Context: an optimization exercise on an open-source flow, tuned for small area, a short achievable clock period and few clock cycles. The choices shown serve that exercise and are no tape-out recipe. Only simulation tests tie the RTL to the original design; equivalence was not proved. Power figures rest on the tool's default switching activity, not on a simulated workload.

===== flow/run.sh =====
#!/bin/bash
# synth_recipe.tcl (not shown) runs the flow's synth.tcl, then flattens the netlist and writes it again
# the make line also repeats each setting of config.mk as NAME=value (left out here)
make -C /OpenROAD-flow-scripts/flow DESIGN_CONFIG=/design/flow/config.mk WORK_HOME=/design/flow/orfs CLKGATE_MAP_FILE= SYNTH_SCRIPT=/design/flow/synth_recipe.tcl finish

===== flow/config.mk =====
export PLATFORM = sky130hd
export DESIGN_NAME = playvm_core
export DESIGN_NICKNAME = playvm_core
export VERILOG_FILES = /design/flow/design.v
export SDC_FILE = /design/flow/constraint.sdc
export NUM_CORES = 4
export LEC_CHECK = 0
export CAP_MARGIN = 20
export CORE_MARGIN = 2
export CORE_UTILIZATION = 40
export PLACE_DENSITY = 0.6
export SETUP_SLACK_MARGIN = 5
export SLEW_MARGIN = 20

===== flow/constraint.sdc =====
create_clock -name core_clock -period 12.0 [get_ports {clk}]
set_input_delay 2.4000 -clock core_clock [delete_from_list [all_inputs] [get_ports {clk}]]
set_output_delay 2.4000 -clock core_clock [all_outputs]
set_load 0.01 [all_outputs]

===== flow/design.v =====
module playvm_core (
    input  wire        clk,
    input  wire        rst,
    output wire [31:0] imem_index,
    input  wire [31:0] imem_w0,
    input  wire [31:0] imem_w1,
    input  wire [31:0] prog_len,
    output reg         running,
    output reg  [3:0]  status,
    output wire [31:0] reg_r0,
    output wire [31:0] reg_r1,
    output wire [31:0] reg_r2,
    output wire [31:0] reg_sp,
    output wire [31:0] reg_fl,
    output wire [31:0] ip,
    output wire [31:0] unk_count,
    output reg  [2:0]  evt,
    output reg  [31:0] evt_info
);
    localparam [3:0] ST_RUNNING = 4'd0, ST_HALTED = 4'd1, ST_IP_OOB = 4'd2,
                     ST_DIV = 4'd3, ST_OVERFLOW = 4'd4, ST_UNDERFLOW = 4'd5,
                     ST_UNUSED = 4'd6, ST_BAD_REG = 4'd7, ST_BAD_KIND = 4'd8;
    localparam [1:0] M_RUN = 2'd0, M_SPW = 2'd1, M_DIT = 2'd2, M_DW = 2'd3;
    reg [31:0] r0, r1, r2, fl;
    reg [4:0]  sp;                   
    reg [31:0] pc;
    reg [31:0] unk;
    reg [31:0] stk [0:31];
    assign reg_r0    = r0;
    assign reg_r1    = r1;
    assign reg_r2    = r2;
    assign reg_sp    = {27'd0, sp};
    assign reg_fl    = fl;
    assign ip        = pc;
    assign unk_count = unk;
    wire [31:0] w0 = imem_w0;
    wire [31:0] w1 = imem_w1;
    wire        hz = (w0[31:6] == 26'd0);
    wire [5:0]  o6 = w0[5:0];
    wire [3:0] n_kind = w1[31:28];
    wire [3:0] n_f0   = w1[27:24];
    wire [3:0] n_f1   = w1[23:20];
    wire       n_kimm = (n_kind == 4'd1);
    wire       n_kreg = (n_kind == 4'd2);
    wire       n_bad0 = (n_f0 > 4'd4);
    wire       n_kbad = ~n_kimm & ~n_kreg;
    wire       n_bad1 = n_kreg & (n_f1 > 4'd4);
    wire       n_srcbad = n_kbad | n_bad1;
    wire [3:0] n_srcst  = n_kbad ? ST_BAD_KIND : ST_BAD_REG;
    wire n_halt = hz & (o6 == 6'd0),  n_unused = hz & (o6 == 6'd2);
    wire n_add  = hz & (o6 == 6'd3),  n_sub  = hz & (o6 == 6'd4),  n_div  = hz & (o6 == 6'd5);
    wire n_xor  = hz & (o6 == 6'd6),  n_not  = hz & (o6 == 6'd7),  n_or   = hz & (o6 == 6'd8);
    wire n_and  = hz & (o6 == 6'd9),  n_shl  = hz & (o6 == 6'd10), n_shr  = hz & (o6 == 6'd11);
    wire n_inc  = hz & (o6 == 6'd12), n_dec  = hz & (o6 == 6'd13), n_cmp  = hz & (o6 == 6'd14);
    wire n_mov  = hz & (o6 == 6'd15), n_push = hz & (o6 == 6'd16), n_pop  = hz & (o6 == 6'd17);
    wire n_pushf = hz & (o6 == 6'd18), n_popf = hz & (o6 == 6'd19), n_call = hz & (o6 == 6'd20);
    wire n_ret  = hz & (o6 == 6'd21), n_jmp  = hz & (o6 == 6'd22);
    wire n_jcc  = hz & (o6 >= 6'd23) & (o6 <= 6'd30);
    wire n_prnt = hz & (o6 == 6'd31), n_dmp  = hz & (o6 == 6'd32);
    wire n_lea  = hz & ((o6 == 6'd33) | (o6 == 6'd34));
    wire n_unk  = ~hz | (o6 >= 6'd35);
    wire n_one  = n_not | n_inc | n_dec;
    wire n_alu  = n_add | n_sub | n_xor | n_or | n_and | n_shl | n_shr | n_mov | n_one;
    wire n_two  = n_alu & ~n_one | n_cmp | n_div;
    reg        n_dfault;
    reg  [3:0] n_dst;
    always @(*) begin
        n_dfault = 1'b0;
        n_dst    = ST_BAD_REG;
        if (n_halt) begin
            n_dfault = 1'b1; n_dst = ST_HALTED;
        end else if (n_unused) begin
            n_dfault = 1'b1; n_dst = ST_UNUSED;
        end else if (n_two) begin
            if (n_bad0)        begin n_dfault = 1'b1; n_dst = ST_BAD_REG; end
            else if (n_srcbad) begin n_dfault = 1'b1; n_dst = n_srcst; end
        end else if (n_one | n_pop) begin
            if (n_bad0)        begin n_dfault = 1'b1; n_dst = ST_BAD_REG; end
        end else if (n_push | n_call) begin
            if (n_srcbad)      begin n_dfault = 1'b1; n_dst = n_srcst; end
        end else begin
            n_dst = n_srcst;                     
        end
    end
    reg        irv;
    reg        i_oob;
    reg [31:0] i_info;                   
    reg [7:0]  i_imm;
    reg        i_dfault;
    reg [3:0]  i_dst;
    reg        i_srcbad;
    reg        i_kimm;
    reg [4:0]  i_s0, i_s1;               
    reg        i_f1sp;                   
    reg        i_add, i_sub, i_one, i_xor, i_or, i_and, i_shl, i_shr, i_not, i_mov;
    reg        i_alu, i_cmp, i_div, i_push, i_pushf, i_pop, i_popf, i_call, i_ret;
    reg        i_jmp, i_jcc, i_prnt, i_dmp, i_lea, i_unk, i_unused, i_popt, i_pusht;
    reg [7:0]  i_cc;                     
    reg        jpre;                     
    reg  [1:0]  mstate;
    reg  [31:0] F, FN;
    reg         rf;
    reg  [31:0] tos;                     
    reg         tosv;
    reg  [31:0] A, B;                    
    reg         opv;                     
    wire exec = running & irv & (mstate == M_RUN) & (tosv | ~i_popt) & opv;
    wire [31:0] a = A;
    wire [31:0] b = B;
    wire [31:0] bb   = i_one ? 32'd1 : b;
    wire [31:0] sum  = a + (i_sub ? ~bb : bb) + {31'd0, i_sub};
    wire [31:0] shl  = a << b[4:0];
    wire [31:0] shr  = $signed(a) >>> b[4:0];
    wire [31:0] alu  = ({32{i_add}} & sum) | ({32{i_xor}} & (a ^ b)) | ({32{i_or}} & (a | b)) |
                       ({32{i_and}} & (a & b)) | ({32{i_shl}} & shl) | ({32{i_shr}} & shr) |
                       ({32{i_not}} & ~a) | ({32{i_mov}} & b);
    wire [31:0] alu_fw = {29'd0, ~^alu, alu[31], alu == 32'd0};
    wire [31:0] cmp_fw = (a == b) ? 32'd0 : 32'd5;
    wire [4:0]  spm1 = sp - 5'd1;
    wire [4:0]  spp1 = sp + 5'd1;
    wire [4:0]  sprd = (exec & i_popt) ? sp - 5'd2 : spm1;    
    wire [31:0] top  = tos;
    wire [31:0] pushv = i_push ? b : i_pushf ? fl : F;
    wire        sp_full  = (sp == 5'd31);
    wire        sp_empty = (sp == 5'd0);
    function [3:0] spw_fault(input [31:0] v);
        if (v[31])
            spw_fault = ST_UNDERFLOW;
        else if (v[30:5] != 26'd0)
            spw_fault = ST_OVERFLOW;
        else
            spw_fault = ST_RUNNING;
    endfunction
    wire fz = fl[0], fs = fl[1], fp = fl[2], fo = fl[4];
    function cc_eval(input [7:0] cc, input [31:0] f);
        cc_eval = (cc[0] & ~f[0]) | (cc[1] & f[0]) | (cc[2] & f[1]) | (cc[3] & ~f[1]) |
                  (cc[4] & (f[0] | (~f[1] & ~f[4]))) | (cc[5] & (f[1] | f[4])) |
                  (cc[6] & f[2]) | (cc[7] & ~f[2]);
    endfunction
    reg        fault_e;
    reg  [3:0] fst_e;
    always @(*) begin
        fault_e = 1'b0;
        fst_e   = i_dst;
        if (i_oob) begin
            fault_e = 1'b1; fst_e = ST_IP_OOB;
        end else if (i_dfault) begin
            fault_e = 1'b1; fst_e = i_dst;
        end else if (i_push | i_pushf | i_call) begin
            if (sp_full) begin fault_e = 1'b1; fst_e = ST_OVERFLOW; end
        end else if (i_pop | i_popf | i_ret) begin
            if (sp_empty) begin fault_e = 1'b1; fst_e = ST_UNDERFLOW; end
        end else if (i_jmp | i_jcc) begin
            if (jpre & i_srcbad) begin fault_e = 1'b1; fst_e = i_dst; end
        end
    end
    wire       ok_e    = exec & ~fault_e;
    wire [3:0] top_spf = spw_fault(top);
    wire       div_bad = (b == 32'd0) | ((a == 32'h8000_0000) & (b == 32'hFFFF_FFFF));
    wire       alu_sp  = i_alu & i_s0[3];            
    wire       alu_w   = i_alu & ~i_s0[3];
    wire       pop_sp  = i_pop & i_s0[3];
    wire       pop_ok  = ~pop_sp | (top_spf == ST_RUNNING);
    wire       fault   = fault_e | ~pop_ok | (i_div & div_bad);
    wire [3:0] fst     = fault_e ? fst_e : ~pop_ok ? top_spf : ST_DIV;
    reg  [31:0] d_rem, d_q;
    reg  [33:0] d_dv;
    reg  [5:0]  d_cnt;
    reg         d_neg, d_par, d_nz;
    reg  [4:0]  d_s;                     
    function [5:0] bitlen(input [31:0] v);
        integer k;
        begin
            bitlen = 6'd0;
            for (k = 0; k < 32; k = k + 1)
                if (v[k]) bitlen = k + 1;
        end
    endfunction
    wire [31:0] absa = a[31] ? ~a + 32'd1 : a;
    wire [31:0] absb = b[31] ? ~b + 32'd1 : b;
    wire [5:0]  d_la = bitlen(a ^ {32{a[31]}}) + {5'd0, a[31]};    
    wire [5:0]  d_lb = bitlen(b ^ {32{b[31]}});                    
    wire [5:0]  d_k  = d_la - d_lb;
    wire        d_q0 = (d_la < d_lb);             
    wire [34:0] d_diff = {3'b0, d_rem} - {1'b0, d_dv};
    wire        d_fits = ~d_diff[34];
    wire [31:0] d_qn   = {d_q[30:0], d_fits};
    wire        d_last = (d_cnt == 6'd0);
    wire [31:0] d_negq = ~d_q + 32'd1;
    reg  [31:0] dres, dres_fw;
    reg         dwr;
    always @(*) begin
        dwr     = 1'b0;
        dres    = 32'd0;
        dres_fw = 32'd5;
        case (mstate)
            M_DIT: begin
                dwr     = d_last & ~d_neg;
                dres    = d_qn;
                dres_fw = {29'd0, ~(d_par ^ d_fits), d_q[30], ~d_nz & ~d_fits};
            end
            M_SPW: begin                         
                dwr     = 1'b1;
                dres    = d_q;
                dres_fw = {29'd0, ~^d_q, d_q[31], d_q == 32'd0};
            end
            M_DW: begin
                dwr     = 1'b1;
                dres    = d_negq;
                dres_fw = {29'd0, ~^d_negq, d_negq[31], ~d_nz};
            end
            default: ;
        endcase
    end
    wire [3:0] d_spf = d_s[3] ? spw_fault(dres) : ST_RUNNING;    
    wire       d_ok  = (d_spf == ST_RUNNING);
    wire        redirect = exec & jpre;         
    wire [31:0] target   = i_ret ? tos : (i_call & i_f1sp) ? {27'd0, spp1} : b;
    wire        take     = (~irv & ~rf) | exec;          
    wire [31:0] fseq     = {32{running}} & (take ? FN : F);
    assign imem_index = redirect ? target : fseq;
    wire        dq0   = i_div & ~div_bad & d_q0;          
    wire        wr_e  = ok_e & (alu_w | i_pop | dq0);       
    wire        wr_d  = dwr & d_ok;
    wire [31:0] wdat  = dwr ? dres : i_pop ? top : i_div ? 32'd0 : alu;
    wire [31:0] r0n   = ((wr_e & i_s0[0]) | (wr_d & d_s[0])) ? wdat : r0;
    wire [31:0] r1n   = ((wr_e & i_s0[1]) | (wr_d & d_s[1])) ? wdat : r1;
    wire [31:0] r2n   = ((wr_e & i_s0[2]) | (wr_d & d_s[2])) ? wdat : r2;
    reg  [4:0]  spn;
    always @(*) begin
        spn = sp;
        if (ok_e) begin
            if (dq0 & i_s0[3]) spn = 5'd0;
            if (i_pop & i_s0[3] & pop_ok) spn = top[4:0];
            if ((i_pop & ~i_s0[3]) | i_popf | i_ret) spn = spm1;
            if (i_pusht) spn = spp1;
        end
        if (wr_d & d_s[3]) spn = dres[4:0];
    end
    wire        fl_we = (ok_e & (alu_w | i_cmp | (i_pop & i_s0[4]) | i_popf | dq0)) | wr_d;
    wire [31:0] fln   = dwr ? dres_fw : i_alu ? alu_fw : i_cmp ? cmp_fw : i_div ? 32'd5 : top;
    wire        cap   = take & ~redirect;                     
    wire [4:0]  n_s0  = {n_f0 == 4'd4, n_f0 == 4'd3, n_f0 == 4'd2, n_f0 == 4'd1, n_f0 == 4'd0};
    wire [4:0]  n_s1  = {n_f1 == 4'd4, n_f1 == 4'd3, n_f1 == 4'd2, n_f1 == 4'd1, n_f1 == 4'd0};
    wire [4:0]  rs0   = cap ? n_s0 : i_s0;
    wire [4:0]  rs1   = cap ? n_s1 : i_s1;
    wire        rkimm = cap ? n_kimm : i_kimm;
    wire [7:0]  rimm  = cap ? w1[15:8] : i_imm;
    wire [7:0]  n_cc  = {8{n_jcc}} & (8'd1 << (o6[2:0] - 3'd7));       
    wire [31:0] fl_nx = fl_we ? fln : fl;
    always @(posedge clk)
        jpre <= cap ? (n_jmp | n_call | n_ret | cc_eval(n_cc, fl_nx))
                    : (i_jmp | i_call | i_ret | cc_eval(i_cc, fl_nx));
    always @(posedge clk) begin
        if (rst) begin
            r0 <= 32'd0; r1 <= 32'd0; r2 <= 32'd0; fl <= 32'd0; sp <= 5'd0;
            opv <= 1'b0;
            pc <= 32'd0; F <= 32'd0; FN <= 32'd1; irv <= 1'b0; tosv <= 1'b0;
            rf <= (imem_index != 32'd0);
            unk <= 32'd0; running <= 1'b1; status <= ST_RUNNING;
            evt <= 3'd0; evt_info <= 32'd0;
            mstate <= M_RUN;
        end else begin
            evt <= 3'd0;
            tosv <= 1'b1;
            tos  <= (exec & i_pusht) ? pushv : stk[sprd];
            if ((exec & (i_alu | i_pop | i_div) & i_s0[3]) | (dwr & d_s[3]))
                tosv <= 1'b0;
            rf <= 1'b0;
            if (redirect) begin
                irv <= 1'b0;
                F   <= target;
                FN  <= target + 32'd1;
            end else if (take) begin
                irv <= 1'b1;
                F   <= FN;
                FN  <= FN + 32'd1;
            end
            if (exec) begin
                pc <= fault_e ? (i_oob ? pc : F) : redirect ? target : F;
                if (fault) begin
                    running <= 1'b0;
                    status  <= fst;
                end
                if (i_unused & ~i_oob) evt <= 3'd2;
                evt_info <= i_info;
            end
            if (ok_e) begin
                if (i_pusht)
                    stk[sp] <= pushv;
                if (alu_sp) begin
                    d_q    <= alu;
                    d_s    <= 5'b01000;
                    mstate <= M_SPW;
                end
                if (i_div & ~div_bad & ~d_q0) begin
                    d_rem  <= absa;
                    d_dv   <= {2'b0, absb} << d_k;
                    d_cnt  <= d_k;
                    d_q    <= 32'd0;
                    d_par  <= 1'b0;
                    d_nz   <= 1'b0;
                    d_neg  <= a[31] ^ b[31];
                    d_s    <= i_s0;
                    mstate <= M_DIT;
                end
                if (i_prnt) evt <= 3'd4;
                if (i_dmp)  evt <= 3'd5;
                if (i_lea)  evt <= 3'd3;
                if (i_unk) begin
                    evt <= 3'd1;
                    if (unk != 32'hFFFF_FFFF) unk <= unk + 32'd1;
                end
            end
            case (mstate)
                M_DIT: begin
                    if (d_fits) d_rem <= d_diff[31:0];
                    d_dv  <= d_dv >> 1;
                    d_q   <= d_qn;
                    d_par <= d_par ^ d_fits;
                    d_nz  <= d_nz | d_fits;
                    d_cnt <= d_cnt - 6'd1;
                    if (d_last) mstate <= d_neg ? M_DW : M_RUN;
                end
                M_DW, M_SPW: mstate <= M_RUN;
                default: ;
            endcase
            if (dwr & ~d_ok) begin
                running <= 1'b0;
                status  <= d_spf;
            end
            r0 <= r0n;
            r1 <= r1n;
            r2 <= r2n;
            sp <= spn;
            if (fl_we) fl <= fln;
            A   <= ({32{rs0[0]}} & r0n) | ({32{rs0[1]}} & r1n) | ({32{rs0[2]}} & r2n) |
                   ({32{rs0[3]}} & {27'd0, spn}) | ({32{rs0[4]}} & fl);
            B   <= rkimm ? {24'd0, rimm} :
                   ({32{rs1[0]}} & r0n) | ({32{rs1[1]}} & r1n) | ({32{rs1[2]}} & r2n) |
                   ({32{rs1[3]}} & {27'd0, spn}) | ({32{rs1[4]}} & fl);
            opv <= ~(fl_we & (rs0[4] | (rs1[4] & ~rkimm)));
        end
    end
    always @(posedge clk) begin
        if (take & ~redirect) begin
            i_oob    <= (F >= prog_len);
            i_info   <= n_unused ? 32'd0 : (n_prnt | n_dmp) ? w1 : w0;
            i_imm    <= w1[15:8];
            i_dfault <= n_dfault;
            i_dst    <= n_dst;
            i_srcbad <= n_srcbad;
            i_kimm   <= n_kimm;
            i_s0     <= n_s0;
            i_s1     <= n_s1;
            i_f1sp   <= n_kreg & (n_f1 == 4'd3);
            i_add    <= n_add | n_sub | n_inc | n_dec;
            i_sub    <= n_sub | n_dec;
            i_one    <= n_inc | n_dec;
            i_xor    <= n_xor;
            i_or     <= n_or;
            i_and    <= n_and;
            i_shl    <= n_shl;
            i_shr    <= n_shr;
            i_not    <= n_not;
            i_mov    <= n_mov;
            i_alu    <= n_alu;
            i_cmp    <= n_cmp;
            i_div    <= n_div;
            i_push   <= n_push;
            i_pushf  <= n_pushf;
            i_pop    <= n_pop;
            i_popf   <= n_popf;
            i_call   <= n_call;
            i_ret    <= n_ret;
            i_jmp    <= n_jmp;
            i_jcc    <= n_jcc;
            i_cc     <= n_cc;
            i_prnt   <= n_prnt;
            i_dmp    <= n_dmp;
            i_lea    <= n_lea;
            i_unk    <= n_unk;
            i_unused <= n_unused;
            i_popt   <= n_pop | n_popf | n_ret;
            i_pusht  <= n_push | n_pushf | n_call;
        end
    end
endmodule

==> reports/qor.csv, run 1 <==
metric,value,unit
status,"complete, no violations",
synth-seq-cells,1633,
synth_edf_count,1306,
via_count,67900,
io_buffers,366,
gp_congestion,1.01,
nFillCells,19100,
drv_cap,0,
path_clk_slew,0.07,ns
cp.depth,21,
hp-class,reg -> reg,
p_per_area,196,mW/mm2
reg2reg_slack,5.06,ns
post-route-min-period,6.94,ns
rr_startpoint,B[0],
place_hpwl,237000,um
grt_pass1_wl,491000,um
final_nets,7981,
synth_top_flop_cell,edfxtp_1,
syn-cell-area,0.0864,mm2
yosysSeqAreaShare,0.530,
ir_worst_vdd,0.187,mV
slew_headroom,0.221,
clockBufferDepth,3,
reg2reg_depth,21,
routedWlPerCell,33.3,um
tightest_slew,1.16,ns
power.leakage,34.3,nW
insertion_delay,0.89,ns
synth_warnings,1,
finalHoldViolCount,0,
fp.dieW,469,um
drive_above_1_share,0.135,
setup_viol,0,
async_flop_share,0,
critical-path-top-delay-family,compound AO/OA/AOI/OAI gates,
fin_tns_setup,0,ns
post-place-cells,10300,
antenna_found_initial,15,
ant_nets,0,
start_util,0.403,
place_ws,3.49,ns
worstSetupStartpoint,B[0],
fin_ws,5.06,ns
grt_overflow,0,
crit_fanout,40,
cp_common_cell,o21ai_0,
critPathLaunchType,register,
cts_sinks,1633,
io_pins,394,
drcViolationCount,0,
layout-area-overhead-vs-synth,16.2,%
synth_area_leaders,"edfxtp_1 45%, mux4_2 8.2%, dfxtp_1 7.6%",
slew_viol_final,0,
worstPathCellList,buf_8 > buf_6 > mux2_2 > mux2i_1 > o21ai_0 > mux2i_1 > o211ai_1 > a221oi_1 > buf_4 > ha_1 > nand4_1 > nor4_1 > a41oi_1 > o21ai_0 > nand2_1 > or3_1 > o21ai_0 > mux2i_4 > mux2_2 > a2111oi_2 > a2bb2oi_1,
hold_ws,0.452,ns
root_buffer,clkbuf_16,
fin_crit_sh,0.578,
grtUsageTotal,0.313,
rows,170,
post_layout_nonfiller_instances,10700,
endpoint_kind,register,
first_pass_iters,7,
wirelength,355000,um
skew,0.0749,ns
ctsHtreeMaxLevel,4,
cts_tree,built,
die-area,0.220,mm2
synth_cell_types,100,
cp_data_required_time,12.73,ns
drt_iter0_drc,8586,
design.core.area,0.215,mm2
synth_top_area_frac,0.454,
rsz0062_at_grt,true,
critPathBufInv,3,
dieHeight,469,um
rr_endpoint,jpre,
postSynthAreaPerCell,11.7,um2
viasPerCell,6.36,
synth_area_leader_cell,edfxtp_1,
criticalPathCategory,reg -> reg,
ys_top_cells_by_count,"1306 x edfxtp_1, 610 x nand2_1, 556 x nor2_1",
crit_end,jpre,
max_freq,0.144,GHz
max_stage_delay,0.61,ns
cp_slowest_cell,edfxtp_1,
cp_data_arrival_time,7.67,ns
grt_start_max_net_pins,129,
grt_pass1_vias,64400,
holdBufCountCts,0,
synth_most_common_cell,edfxtp_1,
cts_buffers,177,
synth_cells,7411,
-- cell usage in the layout, fill, tap and decap left out, drive strengths merged, types with 171 or more instances in the layout --
cell,netlist,layout
edfxtp,1306,1306
clkbuf,395,224
a211oi,171,171
buf,170,246
a21oi,455,455
xnor2,183,183
dfxtp,327,327
mux2i,314,314
o21ai,363,363
clkdlybuf4s50,0,365
ha,215,215
mux4,313,313
nand2,611,611
inv,224,227
nor2,557,557
-- flip-flops by register name, indices dropped and copies added, names as in the netlist, 32 cells and up --
name	cells
r1	32
pc	32
d_q	32
evt_info	32
r2	32
FN	32
d_dv	34
A	32
B	32
d_rem	32
F	32
i_info	32
r0	32
unk	32
tos	32
stk	1024
fl	32
-- report_power, final --
part           switching, mW  total (mW)  internal, mW
Clock                   2.45        5.60          3.15
Combinational           4.67        7.00          2.34
Sequential             0.393        7.09          6.70
Total                   7.51        19.7          12.2
-- cell families (layout without fill, tap and decap cells) --
group | Yosys count | after routing | synth area share
and+or+nand+nor | 1987 | 1987 | 0.109
AOI/OAI and AO/OA | 1866 | 1866 | 0.144
DFF | 1633 | 1633 | 0.530
buffers and inverters | 801 | 1179 | 0.0375
muxes | 670 | 670 | 0.124
xor gates and xnor gates | 235 | 235 | 0.0240
adders and majority gates | 218 | 218 | 0.0318
other | 1 | 35 | 0.0000434
-- area by class of cell --
class                   count  area [um2]  area share
clock buffers             221        4680      0.0466
inverters                 236         903     0.00900
flip-flops and latches   1633       45800       0.456
well taps                2838        3550      0.0354
multi-input cells        5003       38400       0.383
diodes                      8        20.0    0.000199
clock inverters           108        1290      0.0129
repair buffers            614        5700      0.0568
-- what timing repair did --
action / 4_1_cts / 5_1_grt
resized for setup: 24 / 41
setup endpoints to repair: 279 / 86
cloned: 0 / 1
pin swaps: 2 / 8
setup buffers: 12 / 5
-- worst min-delay path by stage --
stage,startpoint,to,slack [ns],cells past startpoint
after floorplan,i_imm[6],i_imm[6],0.42,2
after global placement,evt_info[18],evt_info[18],0.44,2
after detailed placement,pc[31],pc[31],0.45,2
after CTS,pc[14],pc[14],0.45,2
after global routing,pc[12],pc[12],0.47,2
final,pc[0],pc[0],0.45,2
-- through the flow --
stage / utilization / instance area (um2) / power, mW
2_1_floorplan: - / 86500 / 11.2
6_report: 0.468 / 100000 / 19.7
3_3_place_gp: 0.437 / 93700 / 13.9
3_5_place_dp: 0.437 / 93800 / 13.9
5_1_grt: 0.468 / 100000 / 20.3
4_1_cts: 0.466 / 99900 / 19.5
-- per-layer routing --
layer,up-vias,global-route usage,routed length (um),share of wire
li1,28900,-,-,-
met1,34200,0.383,130000,0.37
met2,3854,0.503,166000,0.47
met3,971,0.0637,30700,0.086
met4,14,0.206,27700,0.078
met5,-,0,96,0.00027
-- tightest hold or removal path: cells and delay by family (launching register included) --
kind / cells / cell delay [ns]
DFF: 1 / 0.31
AOI/OAI and AO/OA: 1 / 0.05
and+or+nand+nor: 1 / 0.05
Testbench counts, summed over its fixed seeds: cycles 61,412.
==> run 2: changes to the inputs <==
--- a/flow/design.v
+++ b/flow/design.v
@@ -92,7 +92,7 @@
     reg        i_kimm;
     reg [4:0]  i_s0, i_s1;               
     reg        i_f1sp;                   
-    reg        i_add, i_sub, i_one, i_xor, i_or, i_and, i_shl, i_shr, i_not, i_mov;
+    reg        i_add, i_sub, i_inc, i_dec, i_xor, i_or, i_and, i_shl, i_shr, i_not, i_mov;
     reg        i_alu, i_cmp, i_div, i_push, i_pushf, i_pop, i_popf, i_call, i_ret;
     reg        i_jmp, i_jcc, i_prnt, i_dmp, i_lea, i_unk, i_unused, i_popt, i_pusht;
     reg [7:0]  i_cc;                     
@@ -104,21 +104,38 @@
     reg         tosv;
     reg  [31:0] A, B;                    
     reg         opv;                     
-    wire exec = running & irv & (mstate == M_RUN) & (tosv | ~i_popt) & opv;
+    reg  exec;
     wire [31:0] a = A;
     wire [31:0] b = B;
-    wire [31:0] bb   = i_one ? 32'd1 : b;
-    wire [31:0] sum  = a + (i_sub ? ~bb : bb) + {31'd0, i_sub};
+    wire [31:0] bx   = b ^ {32{i_sub}};
+    wire [31:0] ag   = a & bx;
+    wire [31:0] ap   = a ^ bx;
+    reg  [31:0] pg, pp;
+    integer     lv, bi;
+    always @(*) begin
+        pg = ag;
+        pp = ap;
+        for (lv = 1; lv < 32; lv = lv * 2)
+            for (bi = 31; bi >= lv; bi = bi - 1) begin
+                pg[bi] = pg[bi] | (pp[bi] & pg[bi - lv]);
+                pp[bi] = pp[bi] & pp[bi - lv];
+            end
+    end
+    wire [31:0] cy   = {pg[30:0] | (pp[30:0] & {31{i_sub}}), i_sub};    
+    wire [31:0] sum  = ap ^ cy;
+    wire        sumz = (ap == {a[30:0] | bx[30:0], i_sub});
     wire [31:0] shl  = a << b[4:0];
     wire [31:0] shr  = $signed(a) >>> b[4:0];
-    wire [31:0] alu  = ({32{i_add}} & sum) | ({32{i_xor}} & (a ^ b)) | ({32{i_or}} & (a | b)) |
+    wire [31:0] alo  = ({32{i_xor}} & (a ^ b)) | ({32{i_or}} & (a | b)) |
                        ({32{i_and}} & (a & b)) | ({32{i_shl}} & shl) | ({32{i_shr}} & shr) |
                        ({32{i_not}} & ~a) | ({32{i_mov}} & b);
-    wire [31:0] alu_fw = {29'd0, ~^alu, alu[31], alu == 32'd0};
+    wire [31:0] alu  = i_add ? sum : alo;
+    wire [31:0] alu_fw = i_add ? {29'd0, ~^sum, sum[31], sumz}
+                               : {29'd0, ~^alo, alo[31], alo == 32'd0};
     wire [31:0] cmp_fw = (a == b) ? 32'd0 : 32'd5;
     wire [4:0]  spm1 = sp - 5'd1;
     wire [4:0]  spp1 = sp + 5'd1;
-    wire [4:0]  sprd = (exec & i_popt) ? sp - 5'd2 : spm1;    
+    wire [4:0]  sprd = (irv & i_popt & tosv) ? sp - 5'd2 : spm1;
     wire [31:0] top  = tos;
     wire [31:0] pushv = i_push ? b : i_pushf ? fl : F;
     wire        sp_full  = (sp == 5'd31);
@@ -168,20 +185,38 @@
     reg  [5:0]  d_cnt;
     reg         d_neg, d_par, d_nz;
     reg  [4:0]  d_s;                     
-    function [5:0] bitlen(input [31:0] v);
-        integer k;
+    function [5:0] tlen(input [31:0] t);
+        integer m;
         begin
-            bitlen = 6'd0;
-            for (k = 0; k < 32; k = k + 1)
-                if (v[k]) bitlen = k + 1;
+            tlen[5] = t[31];
+            tlen[4] = t[15] & ~t[31];
+            tlen[3] = (t[7] & ~t[15]) | (t[23] & ~t[31]);
+            tlen[2] = 1'b0;
+            for (m = 0; m < 4; m = m + 1)  tlen[2] = tlen[2] | (t[8*m+3] & ~t[8*m+7]);
+            tlen[1] = 1'b0;
+            for (m = 0; m < 8; m = m + 1)  tlen[1] = tlen[1] | (t[4*m+1] & ~t[4*m+3]);
+            tlen[0] = 1'b0;
+            for (m = 0; m < 16; m = m + 1) tlen[0] = tlen[0] | (t[2*m] & ~t[2*m+1]);
         end
     endfunction
     wire [31:0] absa = a[31] ? ~a + 32'd1 : a;
     wire [31:0] absb = b[31] ? ~b + 32'd1 : b;
-    wire [5:0]  d_la = bitlen(a ^ {32{a[31]}}) + {5'd0, a[31]};    
-    wire [5:0]  d_lb = bitlen(b ^ {32{b[31]}});                    
-    wire [5:0]  d_k  = d_la - d_lb;
-    wire        d_q0 = (d_la < d_lb);             
+    function [31:0] smear(input [31:0] v);
+        reg [31:0] t;
+        begin
+            t = v | (v >> 1);
+            t = t | (t >> 2);
+            t = t | (t >> 4);
+            t = t | (t >> 8);
+            smear = t | (t >> 16);
+        end
+    endfunction
+    wire [31:0] d_ca = a ^ {32{a[31]}};
+    wire [31:0] d_sa = smear(d_ca);
+    wire [31:0] d_sm = smear(b ^ {32{b[31]}});
+    wire        d_q0 = a[31] ? (((d_ca & ~(d_sm >> 2)) == 32'd0) & d_sm[1])
+                             : ((d_ca & ~(d_sm >> 1)) == 32'd0);
+    wire [5:0]  d_k  = tlen(d_sa) + {5'd0, a[31]} - tlen(d_sm);    
     wire [34:0] d_diff = {3'b0, d_rem} - {1'b0, d_dv};
     wire        d_fits = ~d_diff[34];
     wire [31:0] d_qn   = {d_q[30:0], d_fits};
@@ -215,7 +250,7 @@
     wire [3:0] d_spf = d_s[3] ? spw_fault(dres) : ST_RUNNING;    
     wire       d_ok  = (d_spf == ST_RUNNING);
     wire        redirect = exec & jpre;         
-    wire [31:0] target   = i_ret ? tos : (i_call & i_f1sp) ? {27'd0, spp1} : b;
+    wire [31:0] target   = b;
     wire        take     = (~irv & ~rf) | exec;          
     wire [31:0] fseq     = {32{running}} & (take ? FN : F);
     assign imem_index = redirect ? target : fseq;
@@ -245,16 +280,42 @@
     wire [4:0]  rs0   = cap ? n_s0 : i_s0;
     wire [4:0]  rs1   = cap ? n_s1 : i_s1;
     wire        rkimm = cap ? n_kimm : i_kimm;
+    wire        rret  = cap ? n_ret : i_ret;
+    wire        rcsp  = cap ? n_call & n_kreg & (n_f1 == 4'd3) : i_call & i_f1sp;
+    wire        rinc  = cap ? n_inc : i_inc;
+    wire        rdec  = cap ? n_dec : i_dec;
+    wire [31:0] tos_n = (irv & i_pusht) ? pushv : stk[sprd];
+    wire        tosv_n = ~((exec & (i_alu | i_pop | i_div) & i_s0[3]) | (dwr & d_s[3]) |
+                           (irv & (i_pusht | (i_popt & tosv)) & ~exec));
+    wire        running_n = running & ~(exec & fault) & ~(dwr & ~d_ok);
+    wire        irv_n     = redirect ? 1'b0 : take ? 1'b1 : irv;
+    reg  [1:0]  mstate_n;
+    always @(*) begin
+        mstate_n = mstate;
+        if (ok_e & alu_sp)
+            mstate_n = M_SPW;
+        else if (ok_e & i_div & ~div_bad & ~d_q0)
+            mstate_n = M_DIT;
+        else case (mstate)
+            M_DIT:        if (d_last) mstate_n = d_neg ? M_DW : M_RUN;
+            M_DW, M_SPW:  mstate_n = M_RUN;
+            default: ;
+        endcase
+    end
+    wire        popt_n    = cap ? (n_pop | n_popf | n_ret) : i_popt;
+    wire        rccp      = cap ? (n_cc[6] | n_cc[7]) : (i_cc[6] | i_cc[7]);    
+    wire        opv_n     = ~(fl_we & (rs0[4] | (rs1[4] & ~rkimm) | rccp));
+    wire        exec_n    = running_n & irv_n & (mstate_n == M_RUN) & (tosv_n | ~popt_n) & opv_n;
     wire [7:0]  rimm  = cap ? w1[15:8] : i_imm;
     wire [7:0]  n_cc  = {8{n_jcc}} & (8'd1 << (o6[2:0] - 3'd7));       
-    wire [31:0] fl_nx = fl_we ? fln : fl;
+    wire [31:0] fl_nx = fl_we ? {fln[31:3], 1'b0, fln[1:0]} : fl;
     always @(posedge clk)
         jpre <= cap ? (n_jmp | n_call | n_ret | cc_eval(n_cc, fl_nx))
                     : (i_jmp | i_call | i_ret | cc_eval(i_cc, fl_nx));
     always @(posedge clk) begin
         if (rst) begin
             r0 <= 32'd0; r1 <= 32'd0; r2 <= 32'd0; fl <= 32'd0; sp <= 5'd0;
-            opv <= 1'b0;
+            opv <= 1'b0; exec <= 1'b0;
             pc <= 32'd0; F <= 32'd0; FN <= 32'd1; irv <= 1'b0; tosv <= 1'b0;
             rf <= (imem_index != 32'd0);
             unk <= 32'd0; running <= 1'b1; status <= ST_RUNNING;
@@ -262,10 +323,9 @@
             mstate <= M_RUN;
         end else begin
             evt <= 3'd0;
-            tosv <= 1'b1;
-            tos  <= (exec & i_pusht) ? pushv : stk[sprd];
-            if ((exec & (i_alu | i_pop | i_div) & i_s0[3]) | (dwr & d_s[3]))
-                tosv <= 1'b0;
+            tosv <= tosv_n;
+            tos  <= tos_n;
+            exec <= exec_n;
             rf <= 1'b0;
             if (redirect) begin
                 irv <= 1'b0;
@@ -336,10 +396,14 @@
             if (fl_we) fl <= fln;
             A   <= ({32{rs0[0]}} & r0n) | ({32{rs0[1]}} & r1n) | ({32{rs0[2]}} & r2n) |
                    ({32{rs0[3]}} & {27'd0, spn}) | ({32{rs0[4]}} & fl);
-            B   <= rkimm ? {24'd0, rimm} :
+            B   <= rret  ? tos_n :
+                   rcsp  ? {27'd0, spn + 5'd1} :
+                   rinc  ? 32'd1 :
+                   rdec  ? 32'hFFFF_FFFF :
+                   rkimm ? {24'd0, rimm} :
                    ({32{rs1[0]}} & r0n) | ({32{rs1[1]}} & r1n) | ({32{rs1[2]}} & r2n) |
                    ({32{rs1[3]}} & {27'd0, spn}) | ({32{rs1[4]}} & fl);
-            opv <= ~(fl_we & (rs0[4] | (rs1[4] & ~rkimm)));
+            opv <= opv_n;
         end
     end
     always @(posedge clk) begin
@@ -355,8 +419,9 @@
             i_s1     <= n_s1;
             i_f1sp   <= n_kreg & (n_f1 == 4'd3);
             i_add    <= n_add | n_sub | n_inc | n_dec;
-            i_sub    <= n_sub | n_dec;
-            i_one    <= n_inc | n_dec;
+            i_sub    <= n_sub;
+            i_inc    <= n_inc;
+            i_dec    <= n_dec;
             i_xor    <= n_xor;
             i_or     <= n_or;
             i_and    <= n_and;
==> flow/flow/run.sh (new file) <==
#!/bin/bash
# Standard ORFS layout (the standard.sh, unchanged scripts and constraints), with
# two settings changed on its make command line:
#  - repair_timing aims for 7 ns of setup slack at the design's 12 ns clock;
#  - the port buffers that buffer_ports inserts are buf_1 cells.
set -uo pipefail
bash standard.sh SETUP_SLACK_MARGIN=7 'BUFFER_PORTS_ARGS=-buffer_cell sky130_fd_sc_hd__buf_1' finish > flow.log 2>&1
==> flow/standard.sh (new file) <==
#!/bin/bash
# synth_recipe.tcl (not shown) runs the flow's synth.tcl, then flattens the netlist and writes it again
# the make line also repeats each setting of config.mk as NAME=value (left out here)
make -C /OpenROAD-flow-scripts/flow DESIGN_CONFIG=/design/flow/config.mk WORK_HOME=/design/flow/orfs CLKGATE_MAP_FILE= SYNTH_SCRIPT=/design/flow/synth_recipe.tcl "${@:-finish}"
--- a/flow/config.mk
+++ b/flow/config.mk
@@ -7,7 +7,6 @@
 export LEC_CHECK = 0
 export CAP_MARGIN = 20
 export CORE_MARGIN = 2
-export CORE_UTILIZATION = 40
-export PLACE_DENSITY = 0.6
-export SETUP_SLACK_MARGIN = 5
+export CORE_UTILIZATION = 50
+export PLACE_DENSITY = 0.65
 export SLEW_MARGIN = 20
removed: flow/run.sh
==> run 2 against run 1 <==
Net effect:
- still clean on timing, DRC and antenna
- sequential cell count grew 1
- utilization grew 13 points
- non-clock buffer count rose by 278
- synthesized cell count increased by 3.8%
- power is 25% higher
- clock-buffer cell count up 12
- global-route usage increased by 7.3 points
- final cell count rose by 0.31%
- final area grew 4.2%
- critical path type unchanged
==> reports/qor.csv, run 2 <==
metric,value,unit
status,"complete, no violations",
slew_headroom,0.224,
grt_pass1_vias,67900,
synth.area.mux_share,0.124,
design.core.area,0.176,mm2
rows,154,
critPathBufInv,6,
place_hpwl,234000,um
crit_fanout,53,
criticalPathCategory,reg -> reg,
finalHoldViolCount,0,
antenna_found_initial,19,
reg2reg_depth,21,
synth_top_area_frac,0.443,
p_per_area,235,mW/mm2
holdBufCountCts,0,
rr_endpoint,d_dv[33],
ant_nets,0,
grt_overflow,0,
nFillCells,14100,
routedWlPerCell,33.8,um
setup_viol,0,
synth_most_common_cell,edfxtp_1,
critPathLaunchType,register,
whs_path_depth,2,
drv_cap,0,
root_buffer,clkbuf_16,
path_clk_slew,0.07,ns
grtUsageMet3,0.103,
slew_viol_final,0,
ys_top_cells_by_count,"1303 x edfxtp_1, 694 x nor2_1, 572 x nand2_1",
use_met2,0.585,
syn-cell-area,0.0882,mm2
layout-area-overhead-vs-synth,18.5,%
ir_worst_vdd,0.334,mV
cp_data_arrival_time,6.03,ns
post_layout_nonfiller_instances,10700,
rr_startpoint,A[31],
post-place-cells,10100,
synth_area_leaders,"edfxtp_1 44%, mux4_2 8.3%, dfxtp_1 7.5%",
ctsHtreeMaxLevel,4,
worstPathCellList,buf_12 > buf_12 > ha_2 > nand3_1 > or2_2 > nand2b_1 > nor3_2 > nor4_1 > ha_1 > inv_1 > ha_2 > inv_2 > fa_4 > buf_6 > buf_12 > mux2i_1 > mux2i_1 > o211ai_1 > o21ai_1 > nor2_1 > a211oi_1,
final_common_cell,edfxtp_1,
postSynthAreaPerCell,11.5,um2
cp_common_cell,buf_12,
fin_tns_setup,0,ns
synth_top_family_by_area,compound AO/OA/AOI/OAI gates,
synth_edf_count,1303,
synth_compound_area_frac,0.143,
reg_top3,"stk (1024), d_dv (34)",
max_freq,0.184,GHz
max_stage_delay,0.85,ns
grt_pass1_wl,499000,um
synthSimpleGateAreaFrac,0.104,
io_pins,394,
via_count,73200,
first_pass_iters,10,
drive_above_1_share,0.202,
synth-seq-cells,1634,
reg2reg_slack,6.56,ns
rsz0062_at_grt,true,
cp_data_required_time,12.60,ns
viasPerCell,6.84,
cp_slowest_cell,fa_4,
synth_top_flop_cell,edfxtp_1,
yosysSeqAreaShare,0.518,
die-area,0.180,mm2
cts_buffers,173,
endpoint_kind,register,
fp.dieW,424,um
tightest_slew,1.16,ns
synth_cell_types,106,
yosys.area_share.adder,0.0362,
drcViolationCount,0,
final_nets,8547,
cts_tree,built,
top_register,stk,
grt_start_max_net_pins,119,
fin_crit_sh,0.453,
hp-class,reg -> reg,
cts_sinks,1634,
wirelength,361000,um
gp_congestion,1.08,
critical-path-top-delay-family,adder cells,
whs_endpoint,i_imm[0],
drt_iter0_drc,11000,
synth_cells,7690,
start_util,0.502,
insertion_delay,0.88,ns
skew,0.0647,ns
final_cell_mix,"1303 x edfxtp_1, 639 x nor2_1, 547 x nand2_1",
io_buffers,366,
clockBufferDepth,3,
dieHeight,424,um
grtUsageTotal,0.386,
hp-start,i_imm[0],
synth_warnings,1,
synth_area_leader_cell,edfxtp_1,
grtUsageMet1,0.473,
busiest_layer,met2,
power.leakage,37.0,nW
synth_xor_area_frac,0.0337,
post-route-min-period,5.44,ns
largest_reg_flops,1024,
async_flop_share,0,
-- run 2: routing by layer --
metal,routed length [um],part of all wire,vias to the layer above
li1,-,-,30300
met1,125000,0.35,36100
met2,160000,0.44,5258
met3,41000,0.11,1526
met4,34700,0.096,20
met5,138,0.00038,-
-- run 2: stage by stage --
step | hold WS (ns) | cell area [um2] | util | total power [mW] | worst slack, ns
2_1_floorplan | 0.417 | 88400 | - | 14.1 | 7.00
5_1_grt | 0.469 | 105000 | 0.595 | 25.3 | 6.52
3_5_place_dp | 0.435 | 92700 | 0.528 | 17.7 | 5.07
3_3_place_gp | 0.430 | 92600 | 0.527 | 17.6 | 4.65
4_1_cts | 0.451 | 102000 | 0.580 | 23.9 | 6.82
6_report | 0.453 | 105000 | 0.595 | 24.6 | 6.56
-- run 2: report_power, final --
part,internal [mW],switching [mW],total (mW)
clock network,3.16,2.37,5.53
registers,7.05,0.558,7.60
logic,4.21,7.26,11.5
-- run 2: worst max-delay path by stage --
stage | endpoint | slack [ns] | from | cells past startpoint
finish | d_dv[33] | 6.56 | A[31] | 21
global route | d_dv[31] | 6.52 | A[29] | 23
CTS | d_dv[33] | 6.82 | B[27] | 22
detailed placement | B[22] | 5.07 | imem_w0[12] | 13
global placement | B[22] | 4.65 | imem_w0[12] | 11
floorplan | d_dv[31] | 7.00 | A[31] | 24
-- run 2: what timing repair did --
| item | CTS | global route |
|---|---|---|
| resized for setup | 386 | 295 |
| cloned | 22 | 11 |
| endpoints found under the setup margin | 1421 | 268 |
| setup buffers | 126 | 141 |
| pin swaps | 76 | 70 |
-- run 2: tightest hold or removal path, cell delays in order, from the launching register on --
cell	delay, ns
dfxtp_1	0.31
nand2_1	0.06
nand2_1	0.06
-- run 2: cells by family after synthesis --
| group | Yosys count |
|---|---|
| simple gates | 1998 |
| compound gates | 1923 |
| other cells | 1 |
| buf+inv | 867 |
| mux | 683 |
| xor+xnor | 330 |
| flops | 1634 |
| fa+ha+maj | 254 |
-- run 2: final cells by class --
type                    count  area [um2]  share of cell area
well taps                2340        2930              0.0280
clock inverters            92        1040             0.00994
flip-flops and latches   1634       45800               0.437
repair buffers            892        6940              0.0663
multi-input cells        5220       42000               0.401
inverters                 273        1130              0.0108
repair inverters            1        16.3            0.000155
clock buffers             233        4800              0.0459
diodes                      9        22.5            0.000215
Testbench counts of run 2, summed over its fixed seeds: cycles 61,851.
==> run 3: changes to the inputs <==
--- a/flow/design.v
+++ b/flow/design.v
@@ -20,7 +20,7 @@
     localparam [3:0] ST_RUNNING = 4'd0, ST_HALTED = 4'd1, ST_IP_OOB = 4'd2,
                      ST_DIV = 4'd3, ST_OVERFLOW = 4'd4, ST_UNDERFLOW = 4'd5,
                      ST_UNUSED = 4'd6, ST_BAD_REG = 4'd7, ST_BAD_KIND = 4'd8;
-    localparam [1:0] M_RUN = 2'd0, M_SPW = 2'd1, M_DIT = 2'd2, M_DW = 2'd3;
+    localparam [1:0] M_RUN = 2'd0, M_SPW = 2'd1, M_DIT = 2'd2, M_DS = 2'd3;
     reg [31:0] r0, r1, r2, fl;
     reg [4:0]  sp;                   
     reg [31:0] pc;
@@ -184,6 +184,9 @@
     reg  [33:0] d_dv;
     reg  [5:0]  d_cnt;
     reg         d_neg, d_par, d_nz;
+    reg  [31:0] d_qm;                    
+    reg         d_pqm;                   
+    reg  [5:0]  d_kr;                    
     reg  [4:0]  d_s;                     
     function [5:0] tlen(input [31:0] t);
         integer m;
@@ -221,7 +224,9 @@
     wire        d_fits = ~d_diff[34];
     wire [31:0] d_qn   = {d_q[30:0], d_fits};
     wire        d_last = (d_cnt == 6'd0);
-    wire [31:0] d_negq = ~d_q + 32'd1;
+    wire [31:0] d_qmn  = d_fits ? {d_q[30:0], 1'b0} : {d_qm[30:0], 1'b1};
+    wire        d_pqmn = d_fits ? d_par : ~(d_pqm ^ d_qm[31]);
+    wire [31:0] d_res  = d_neg ? ~d_qmn : d_qn;
     reg  [31:0] dres, dres_fw;
     reg         dwr;
     always @(*) begin
@@ -229,43 +234,42 @@
         dres    = 32'd0;
         dres_fw = 32'd5;
         case (mstate)
-            M_DIT: begin
-                dwr     = d_last & ~d_neg;
-                dres    = d_qn;
-                dres_fw = {29'd0, ~(d_par ^ d_fits), d_q[30], ~d_nz & ~d_fits};
+            M_DIT: begin                         
+                dwr     = d_last & ~d_s[3];
+                dres    = d_res;
+                dres_fw = {29'd0, d_neg ? ~d_pqmn : ~(d_par ^ d_fits), d_res[31], ~d_nz & ~d_fits};
             end
             M_SPW: begin                         
                 dwr     = 1'b1;
                 dres    = d_q;
                 dres_fw = {29'd0, ~^d_q, d_q[31], d_q == 32'd0};
             end
-            M_DW: begin
-                dwr     = 1'b1;
-                dres    = d_negq;
-                dres_fw = {29'd0, ~^d_negq, d_negq[31], ~d_nz};
-            end
             default: ;
         endcase
     end
-    wire [3:0] d_spf = d_s[3] ? spw_fault(dres) : ST_RUNNING;    
+    wire [3:0] d_spf = (mstate == M_SPW) ? spw_fault(d_q) : ST_RUNNING;
     wire       d_ok  = (d_spf == ST_RUNNING);
     wire        redirect = exec & jpre;         
     wire [31:0] target   = b;
     wire        take     = (~irv & ~rf) | exec;          
     wire [31:0] fseq     = {32{running}} & (take ? FN : F);
     assign imem_index = redirect ? target : fseq;
-    wire        dq0   = i_div & ~div_bad & d_q0;          
-    wire        wr_e  = ok_e & (alu_w | i_pop | dq0);       
+    wire        dq0   = i_div & ~div_bad & d_q0 & ~i_s0[3];
+    wire        dq0s  = i_div & ~div_bad & d_q0 & i_s0[3];
+    wire        wr_f  = ok_e & (alu_w | i_pop);             
+    wire        wr_e  = wr_f | (ok_e & dq0);                
     wire        wr_d  = dwr & d_ok;
     wire [31:0] wdat  = dwr ? dres : i_pop ? top : i_div ? 32'd0 : alu;
     wire [31:0] r0n   = ((wr_e & i_s0[0]) | (wr_d & d_s[0])) ? wdat : r0;
     wire [31:0] r1n   = ((wr_e & i_s0[1]) | (wr_d & d_s[1])) ? wdat : r1;
     wire [31:0] r2n   = ((wr_e & i_s0[2]) | (wr_d & d_s[2])) ? wdat : r2;
+    wire [31:0] r0f   = ((wr_f & i_s0[0]) | (wr_d & d_s[0])) ? wdat : r0;
+    wire [31:0] r1f   = ((wr_f & i_s0[1]) | (wr_d & d_s[1])) ? wdat : r1;
+    wire [31:0] r2f   = ((wr_f & i_s0[2]) | (wr_d & d_s[2])) ? wdat : r2;
     reg  [4:0]  spn;
     always @(*) begin
         spn = sp;
         if (ok_e) begin
-            if (dq0 & i_s0[3]) spn = 5'd0;
             if (i_pop & i_s0[3] & pop_ok) spn = top[4:0];
             if ((i_pop & ~i_s0[3]) | i_popf | i_ret) spn = spm1;
             if (i_pusht) spn = spp1;
@@ -292,23 +296,27 @@
     reg  [1:0]  mstate_n;
     always @(*) begin
         mstate_n = mstate;
-        if (ok_e & alu_sp)
+        if (ok_e & (alu_sp | dq0s))
             mstate_n = M_SPW;
         else if (ok_e & i_div & ~div_bad & ~d_q0)
-            mstate_n = M_DIT;
+            mstate_n = M_DS;
         else case (mstate)
-            M_DIT:        if (d_last) mstate_n = d_neg ? M_DW : M_RUN;
-            M_DW, M_SPW:  mstate_n = M_RUN;
+            M_DIT:        if (d_last) mstate_n = d_s[3] ? M_SPW : M_RUN;
+            M_DS:         mstate_n = M_DIT;
+            M_SPW:        mstate_n = M_RUN;
             default: ;
         endcase
     end
     wire        popt_n    = cap ? (n_pop | n_popf | n_ret) : i_popt;
     wire        rccp      = cap ? (n_cc[6] | n_cc[7]) : (i_cc[6] | i_cc[7]);    
-    wire        opv_n     = ~(fl_we & (rs0[4] | (rs1[4] & ~rkimm) | rccp));
+    wire        fl_wj     = (ok_e & (alu_w | i_cmp | (i_pop & i_s0[4]) | i_popf | i_div)) | dwr;
+    wire        rbreg     = ~(rret | rcsp | rinc | rdec | rkimm);    
+    wire        dvrd      = exec & i_div & ((|(rs0[2:0] & i_s0[2:0])) | ((|(rs1[2:0] & i_s0[2:0])) & rbreg));
+    wire        opv_n     = ~(fl_wj & (rs0[4] | (rs1[4] & ~rkimm) | rccp)) & ~dvrd;
     wire        exec_n    = running_n & irv_n & (mstate_n == M_RUN) & (tosv_n | ~popt_n) & opv_n;
     wire [7:0]  rimm  = cap ? w1[15:8] : i_imm;
     wire [7:0]  n_cc  = {8{n_jcc}} & (8'd1 << (o6[2:0] - 3'd7));       
-    wire [31:0] fl_nx = fl_we ? {fln[31:3], 1'b0, fln[1:0]} : fl;
+    wire [31:0] fl_nx = fl_wj ? {fln[31:3], 1'b0, fln[1:0]} : fl;
     always @(posedge clk)
         jpre <= cap ? (n_jmp | n_call | n_ret | cc_eval(n_cc, fl_nx))
                     : (i_jmp | i_call | i_ret | cc_eval(i_cc, fl_nx));
@@ -353,16 +361,23 @@
                     d_s    <= 5'b01000;
                     mstate <= M_SPW;
                 end
+                if (dq0s) begin
+                    d_q    <= 32'd0;
+                    d_s    <= 5'b01000;
+                    mstate <= M_SPW;
+                end
                 if (i_div & ~div_bad & ~d_q0) begin
                     d_rem  <= absa;
-                    d_dv   <= {2'b0, absb} << d_k;
-                    d_cnt  <= d_k;
+                    d_dv   <= {2'b0, absb};
+                    d_kr   <= d_k;
                     d_q    <= 32'd0;
+                    d_qm   <= 32'hFFFF_FFFF;
                     d_par  <= 1'b0;
+                    d_pqm  <= 1'b0;
                     d_nz   <= 1'b0;
                     d_neg  <= a[31] ^ b[31];
                     d_s    <= i_s0;
-                    mstate <= M_DIT;
+                    mstate <= M_DS;
                 end
                 if (i_prnt) evt <= 3'd4;
                 if (i_dmp)  evt <= 3'd5;
@@ -377,12 +392,22 @@
                     if (d_fits) d_rem <= d_diff[31:0];
                     d_dv  <= d_dv >> 1;
                     d_q   <= d_qn;
+                    d_qm  <= d_qmn;
+                    d_pqm <= d_pqmn;
                     d_par <= d_par ^ d_fits;
                     d_nz  <= d_nz | d_fits;
                     d_cnt <= d_cnt - 6'd1;
-                    if (d_last) mstate <= d_neg ? M_DW : M_RUN;
+                    if (d_last) begin
+                        mstate <= d_s[3] ? M_SPW : M_RUN;
+                        d_q    <= d_res;
+                    end
+                end
+                M_DS: begin
+                    d_dv   <= d_dv << d_kr;
+                    d_cnt  <= d_kr;
+                    mstate <= M_DIT;
                 end
-                M_DW, M_SPW: mstate <= M_RUN;
+                M_SPW: mstate <= M_RUN;
                 default: ;
             endcase
             if (dwr & ~d_ok) begin
@@ -394,14 +419,14 @@
             r2 <= r2n;
             sp <= spn;
             if (fl_we) fl <= fln;
-            A   <= ({32{rs0[0]}} & r0n) | ({32{rs0[1]}} & r1n) | ({32{rs0[2]}} & r2n) |
+            A   <= ({32{rs0[0]}} & r0f) | ({32{rs0[1]}} & r1f) | ({32{rs0[2]}} & r2f) |
                    ({32{rs0[3]}} & {27'd0, spn}) | ({32{rs0[4]}} & fl);
             B   <= rret  ? tos_n :
                    rcsp  ? {27'd0, spn + 5'd1} :
                    rinc  ? 32'd1 :
                    rdec  ? 32'hFFFF_FFFF :
                    rkimm ? {24'd0, rimm} :
-                   ({32{rs1[0]}} & r0n) | ({32{rs1[1]}} & r1n) | ({32{rs1[2]}} & r2n) |
+                   ({32{rs1[0]}} & r0f) | ({32{rs1[1]}} & r1f) | ({32{rs1[2]}} & r2f) |
                    ({32{rs1[3]}} & {27'd0, spn}) | ({32{rs1[4]}} & fl);
             opv <= opv_n;
         end
==> run 3 against run 2 <==
Net effect:
- first-iteration DRC count is 8.3% higher
- clock power down 2%
- synthesized area increased by 1.7%
- non-clock buffer count down 107
- combinational power fell by 14%
- still clean
- sequential power shrank 1%
- critical endpoint is now fl[2]
- via count rose by 2.7%
==> reports/qor.csv, run 3 <==
metric,value,unit
holdBufCountCts,0,
grt_overflow,0,
grtUsageTotal,0.395,
ctsHtreeMaxLevel,4,
largest_reg_flops,1024,
reg_top3,"stk (1024), d_dv (34)",
final_nets,8629,
place_hpwl,245000,um
synth_cell_types,100,
root_buffer,clkbuf_16,
fp.dieW,428,um
rsz0062_at_grt,true,
status,"complete, no violations",
slew_headroom,0.169,
synth_area_leaders,"edfxtp_1 45%, mux4_2 8.4%, dfxtp_1 7.4%",
cp_data_arrival_time,5.85,ns
insertion_delay,0.89,ns
reg2reg_slack,6.86,ns
post_layout_nonfiller_instances,10800,
syn-cell-area,0.0897,mm2
post-place-cells,10300,
routedWlPerCell,35.4,um
viasPerCell,6.97,
synth_most_common_cell,edfxtp_1,
skew,0.0990,ns
final_common_cell,edfxtp_1,
endpoint_kind,register,
critPathLaunchType,register,
design.core.area,0.178,mm2
drcViolationCount,0,
post-route-min-period,5.14,ns
final_cell_mix,"1342 x edfxtp_1, 684 x nand2_1, 506 x nor2_1",
io_pins,394,
layout-area-overhead-vs-synth,16.3,%
cts_sinks,1673,
synth_edf_count,1342,
postSynthAreaPerCell,11.4,um2
grt_pass1_wl,515000,um
fin_crit_sh,0.429,
synth_top_area_frac,0.449,
grt_start_max_net_pins,141,
synth_cells,7890,
fin_tns_setup,0,ns
dieHeight,428,um
power.leakage,36.5,nW
synth_warnings,1,
drv_cap,0,
path_clk_slew,0.06,ns
ys_top_cells_by_count,"1342 x edfxtp_1, 696 x nand2_1, 567 x o21ai_0",
via_count,75100,
criticalPathCategory,reg -> reg,
rows,155,
cts_buffers,173,
synth_top_flop_cell,edfxtp_1,
ir_worst_vdd,0.216,mV
cp_data_required_time,12.71,ns
tightest_slew,1.24,ns
max_freq,0.194,GHz
io_buffers,366,
cts_tree,built,
die-area,0.183,mm2
antenna_found_initial,18,
slew_viol_final,0,
finalHoldViolCount,0,
yosysSeqAreaShare,0.523,
ant_nets,0,
start_util,0.503,
async_flop_share,0,
synth_area_leader_cell,edfxtp_1,
hp-class,reg -> reg,
drt_iter0_drc,11900,
p_per_area,219,mW/mm2
synth-seq-cells,1673,
first_pass_iters,9,
fin_util,0.585,
top_register,stk,
drive_above_1_share,0.168,
clockBufferDepth,3,
gp_congestion,1.07,
grt_pass1_vias,69100,
power,22.8,mW
wirelength,382000,um
setup_viol,0,
crit_fanout,11,
==> run 3: cell types whose count changed after synthesis, sizes merged, moves of 40 or more <==
cell / change
a21oi: -42
a22oi: +76
mux2i: -40
nand2: +124
nand3: +149
nor2: -133
o21ai: +183
o22ai: -74
==> run 3: layout make-up <==
type	instances	area, um2
Antenna cell	16	40.0
Clock buffer	234	4700
Clock inverter	78	973
Fill cell	14700	74100
Inverter	283	1180
Multi-Input combinational cell	5353	41400
Sequential cell	1673	46900
Tap cell	2355	2950
Timing Repair Buffer	785	6170
Timing Repair inverter	4	47.5
==> run 3: logic make-up after synthesis <==
family,Yosys count,synth area share
other,1,0.0000418
muxes,636,0.118
AOI/OAI and AO/OA,2047,0.147
xor gates and xnor gates,311,0.0314
DFF,1673,0.523
and+or+nand+nor,2068,0.105
adders and majority gates,258,0.0361
buffers and inverters,896,0.0398
==> run 3: power breakdown <==
group / switching [mW] / internal (mW)
Clock: 2.45 / 2.99
Combinational: 6.21 / 3.65
Sequential: 0.498 / 7.02
Total: 9.15 / 13.7
==> run 3: stage by stage <==
stage	hold slack [ns]	worst slack (ns)	instance area (um2)
2_1_floorplan	0.407	7.01	90000
3_3_place_gp	0.419	4.90	94100
3_5_place_dp	0.425	4.83	94200
4_1_cts	0.441	6.94	102000
5_1_grt	0.489	6.69	104000
6_report	0.447	6.86	104000
==> run 3: path summary, 6_finish.rpt <==
kind	startpoint	to	depth (start not counted)
worst max register to register	B[0]	fl[2]	18
worst max-delay path	B[0]	fl[2]	18
worst min register to register	i_imm[5]	i_imm[5]	2
worst min-delay path	i_imm[5]	i_imm[5]	2
==> run 3: timing repair <==
item | 4_1_cts | 5_1_grt
resized for setup | 271 | 202
setup buffers | 82 | 64
endpoints found under the setup margin | 933 | 773
pin swaps | 49 | 58
cloned | 28 | 21
endpoints found under the hold margin | 0 | 0
==> run 3: metal layers <==
layer,global-route usage,part of all wire,vias up,wire length (um)
met2,0.602,0.44,5628,169000
met1,0.493,0.35,37100,133000
li1,-,-,30800,-
met4,0.291,0.094,16,36100
met5,0,0.00042,-,160
met3,0.0924,0.11,1594,43200
==> run 3: worst max-delay path, cell delays in order, from the launching register on <==
cell	delay, ns
edfxtp_1	0.50
buf_4	0.22
bufbuf_16	0.29
mux2i_1	0.16
o21ai_1	0.47
mux2_2	0.33
a211oi_1	0.09
a31oi_1	0.61
a2111oi_4	0.16
buf_4	0.23
ha_1	0.29
xor2_1	0.17
xnor2_1	0.36
xnor2_1	0.17
xnor2_1	0.16
o21ai_0	0.33
a21oi_2	0.06
o221ai_2	0.26
a21oi_1	0.09
Testbench counts of run 3, summed over its fixed seeds: cycles 63,254.

==> separate check: timing with driven ports <==
No port has a modelled driver above. Below, the same layouts with a new extraction and two added sets of constraints.
Step 1 sets driving cells, clkbuf_16 on the clock port and buf_2 on the other inputs (assumed; they add their load-dependent delay and slew).
Step 2 times the ports against the registers' clock, not the clock port: input delays grow and output delays shrink by t, the midpoint of the rising clock arrivals with the driver on.
a / b / c = ideal / step 1 / step 2; a / b = the first two.
run | t (ns) | setup slack, ns | worst setup path after step 2
run 1 | 0.940 | 5.064 / 5.064 / 5.064 | register to register
run 2 | 0.919 | 6.564 / 6.564 / 6.112 | input to register
run 3 | 0.928 | 6.857 / 6.857 / 6.119 | input to register
After both steps setup and hold are still met in every run listed. The setup slack of run 3, which loses most, moves by 0.000 ns with the drivers and by -0.738 ns with both steps.
